What follows belongs to an exercise in optimizing a design on an open flow for small area, a short achievable clock period and few clock cycles per item; a production flow would make more cautious choices.
RTL that was checked went through simulation tests only; none was proved equivalent to the original.

==> flow/design.v (excerpt) <==
module echo_engine (
    input  wire        clk,
    input  wire        rst,         
    input  wire        cfg_we,
    input  wire [4:0]  cfg_addr,
    input  wire [31:0] cfg_wdata,
    output reg         cfg_err,     
    input  wire        in_valid,
    output wire        in_ready,
    input  wire [1:0]  in_op,       
    input  wire [15:0] in_data,
    output wire        out_valid,
    input  wire        out_ready,
    output wire [15:0] out_data
);
    localparam RING_DEPTH  = 64;
    localparam TABLE_DEPTH = 16;
    localparam OP_DELAY = 2'd0;
    localparam OP_TABLE = 2'd1;
    localparam OP_PRBS  = 2'd2;
    localparam OP_NOISE = 2'd3;
    localparam A_CAPACITY    = 5'd0;
    localparam A_NOISE_LEVEL = 5'd1;
    localparam A_LFSR        = 5'd2;
    localparam A_LCG_SEED    = 5'd3;
    localparam A_TABLE_LEN   = 5'd4;
    localparam A_RESTART     = 5'd5;
    localparam A_LCGSTEP     = 5'd6;
    function [30:0] rotl;
        input [30:0] v;
        input integer n;
        begin
            rotl = (v << n) | (v >> (31 - n));
        end
    endfunction
    function [61:0] csa;     
        input [30:0] x, y, z;
        reg [30:0] c;
        begin
  ...
Size in the first run: ~3,700 cells after synthesis, about 1,500 flip-flops, roughly 79 I/O pins.
Settings: LEC_CHECK=0, CAP_MARGIN=20, CORE_MARGIN=2, CORE_UTILIZATION=40, CTS_CLUSTER_DIAMETER=70, CTS_CLUSTER_SIZE=24, PLACE_DENSITY=0.6, SLEW_MARGIN=20; clock period 10.5 ns.
standard.sh (not shown) runs the stock make flow with config.mk's settings and CLKGATE_MAP_FILE= SYNTH_SCRIPT=/design/flow/synth_recipe.tcl, a recipe that flattens the netlist after the stock synthesis.
==> flow/flow/run.sh <==
#!/bin/bash
# Standard ORFS layout through the standard.sh (the standard synthesis script, so
# the same registers), with these changes to how the layout is made:
#  - clock tree synthesis without dummy loads;
#  - buf_4 cells as the port buffers;
#  - no full or half adder cells from synthesis (abc maps the adders as plain gates).
set -euo pipefail
MARGIN=$(cat flow/margin.txt)
bash standard.sh SETUP_SLACK_MARGIN=$MARGIN \
  "CTS_ARGS=-sink_clustering_enable -repair_clock_nets -sink_clustering_size 24 -sink_clustering_max_diameter 70 -dont_use_dummy_load" \
  "BUFFER_PORTS_ARGS=-buffer_cell sky130_fd_sc_hd__buf_4" \
  ADDER_MAP_FILE= \
  finish > flow_make.log 2>&1
==> flow/flow/margin.txt <==
6.6
The starting point completed without violations.
Then changed:
==> flow/flow/margin.txt (replaced) <==
6.9
Effect: Design area is higher by 2.0%; wire length increases by 0.31%; critical path depth stays the same.
Then changed:
==> flow/flow/run.sh (replaced) <==
#!/bin/bash
set -euo pipefail
MARGIN=$(cat flow/margin.txt)
bash standard.sh SETUP_SLACK_MARGIN=$MARGIN \
  "CTS_ARGS=-sink_clustering_enable -repair_clock_nets -sink_clustering_size 24 -sink_clustering_max_diameter 70 -dont_use_dummy_load" \
  "BUFFER_PORTS_ARGS=-buffer_cell sky130_fd_sc_hd__buf_4" \
  finish > flow_make.log 2>&1
==> flow/flow/margin.txt (replaced) <==
6.6
Cell area is lower by 2.3%.
Critical path depth rose by 4.
No run of this note included a check of the RTL's function; only the layout flow was run.

echo_engine, a different RTL version from the one above (not shown whole).
Size in the first run: roughly 3300 cells after synthesis, ~1500 flip-flops.
// echo_engine
module echo_engine (
    input  wire        clk,
    input  wire        rst,         
    input  wire        cfg_we,
    input  wire [4:0]  cfg_addr,
    input  wire [31:0] cfg_wdata,
    output reg         cfg_err,     
    input  wire        in_valid,
    output wire        in_ready,
    input  wire [1:0]  in_op,       
    input  wire [15:0] in_data,
    output wire        out_valid,
    input  wire        out_ready,
    output wire [15:0] out_data
);
Settings: LEC_CHECK=0, CAP_MARGIN=20, CORE_MARGIN=2, CORE_UTILIZATION=40, CTS_CLUSTER_DIAMETER=70, CTS_CLUSTER_SIZE=24, PLACE_DENSITY=0.6, SLEW_MARGIN=20; clock period 10.5 ns.
==> flow/flow/run.sh <==
#!/bin/bash
set -euo pipefail
MARGIN=$(cat flow/margin.txt)
bash standard.sh SETUP_SLACK_MARGIN=$MARGIN finish > flow_make.log 2>&1
==> flow/flow/margin.txt <==
6.6
Testbench counts at the start, summed over its fixed seeds: cycles 32,976, items 32,000.
Next try:
==> flow/flow/run.sh (replaced) <==
#!/bin/bash
# Standard ORFS layout through the standard.sh (the standard synthesis script, so
# the same registers), with these changes to how the layout is made:
#  - clock tree synthesis without dummy loads;
#  - buf_4 cells as the port buffers;
#  - no full or half adder cells from synthesis (abc maps the adders as plain gates).
set -euo pipefail
MARGIN=$(cat flow/margin.txt)
bash standard.sh SETUP_SLACK_MARGIN=$MARGIN \
  "CTS_ARGS=-sink_clustering_enable -repair_clock_nets -sink_clustering_size 20 -sink_clustering_max_diameter 70 -dont_use_dummy_load" \
  "BUFFER_PORTS_ARGS=-buffer_cell sky130_fd_sc_hd__buf_4" \
  ADDER_MAP_FILE= \
  finish > flow_make.log 2>&1
==> flow/flow/margin.txt (replaced) <==
7.1
Settings changed: ABC_AREA set to 1.
Setup slack improved by 0.53 ns.
Core utilization shrinks by 1.3 points.
Next try:
==> flow/flow/margin.txt (replaced) <==
6.9
Settings changed: ABC_AREA 1 to not set.
=> The new run produced a clean layout; register-to-register slack loses 0.37 ns; global-route usage goes down by 2.0 points.
Next try:
==> flow/flow/run.sh (replaced) <==
#!/bin/bash
set -euo pipefail
MARGIN=$(cat flow/margin.txt)
bash standard.sh SETUP_SLACK_MARGIN=$MARGIN \
  "CTS_ARGS=-sink_clustering_enable -repair_clock_nets -sink_clustering_size 24 -sink_clustering_max_diameter 70 -dont_use_dummy_load" \
  "BUFFER_PORTS_ARGS=-buffer_cell sky130_fd_sc_hd__buf_4" \
  ADDER_MAP_FILE= \
  finish > flow_make.log 2>&1
==> flow/flow/margin.txt (replaced) <==
7.2
Wire length came out higher by a few percent.
Core utilization increases by 2.0 points.
Hold slack got worse by 0.024 ns.
Setup slack gets better by 0.040 ns.

==> afterwards: timing with drivers on the ports <==
The results above use ideal ports. As a check the final layouts listed here were re-extracted and re-timed, cells and wires unchanged.
Step 1 sets driving cells, clkbuf_16 on the clock port and buf_2 on the other inputs (assumed; they add their load-dependent delay and slew).
Step 2, shift: input delay + t, output delay - t, t = (earliest + latest rising clock arrival at the registers) / 2. This alone moves slack from input paths to output paths.
a / b / c = no drivers / after step 1 / after step 2; a / b = the first two.
| run | t, ns | setup slack, ns | worst register clock-pin slew, ns | worst data-port slew with drivers (ns) | pins driven straight from the clock port |
|---|---|---|---|---|---|
| the first run of note 1 | 0.748 | 6.636 / 6.636 / 5.998 | 0.10 / 0.10 | 0.19 | 1 |
| the second run of note 1 | 0.760 | 6.740 / 6.788 / 6.028 | 0.10 / 0.10 | 0.14 | 1 |
| the third run of note 1 | 0.737 | 6.425 / 6.425 / 5.975 | 0.10 / 0.10 | 0.10 | 1 |
| the first run of note 2 | 0.775 | 6.408 / 6.408 / 5.833 | 0.10 / 0.10 | 0.13 | 1 |
| the second run of note 2 | 0.788 | 6.935 / 6.890 / 6.102 | 0.08 / 0.08 | 0.18 | 1 |
| the third run of note 2 | 0.777 | 6.919 / 6.840 / 6.251 | 0.08 / 0.08 | 0.14 | 1 |
| the fourth run of note 2 | 0.764 | 6.959 / 6.876 / 6.264 | 0.09 / 0.09 | 0.12 | 1 |
After both steps every run listed still meets setup and hold. The setup slack of the second run of note 2, which loses most, moves by -0.045 ns with the drivers and by -0.833 ns with both steps.
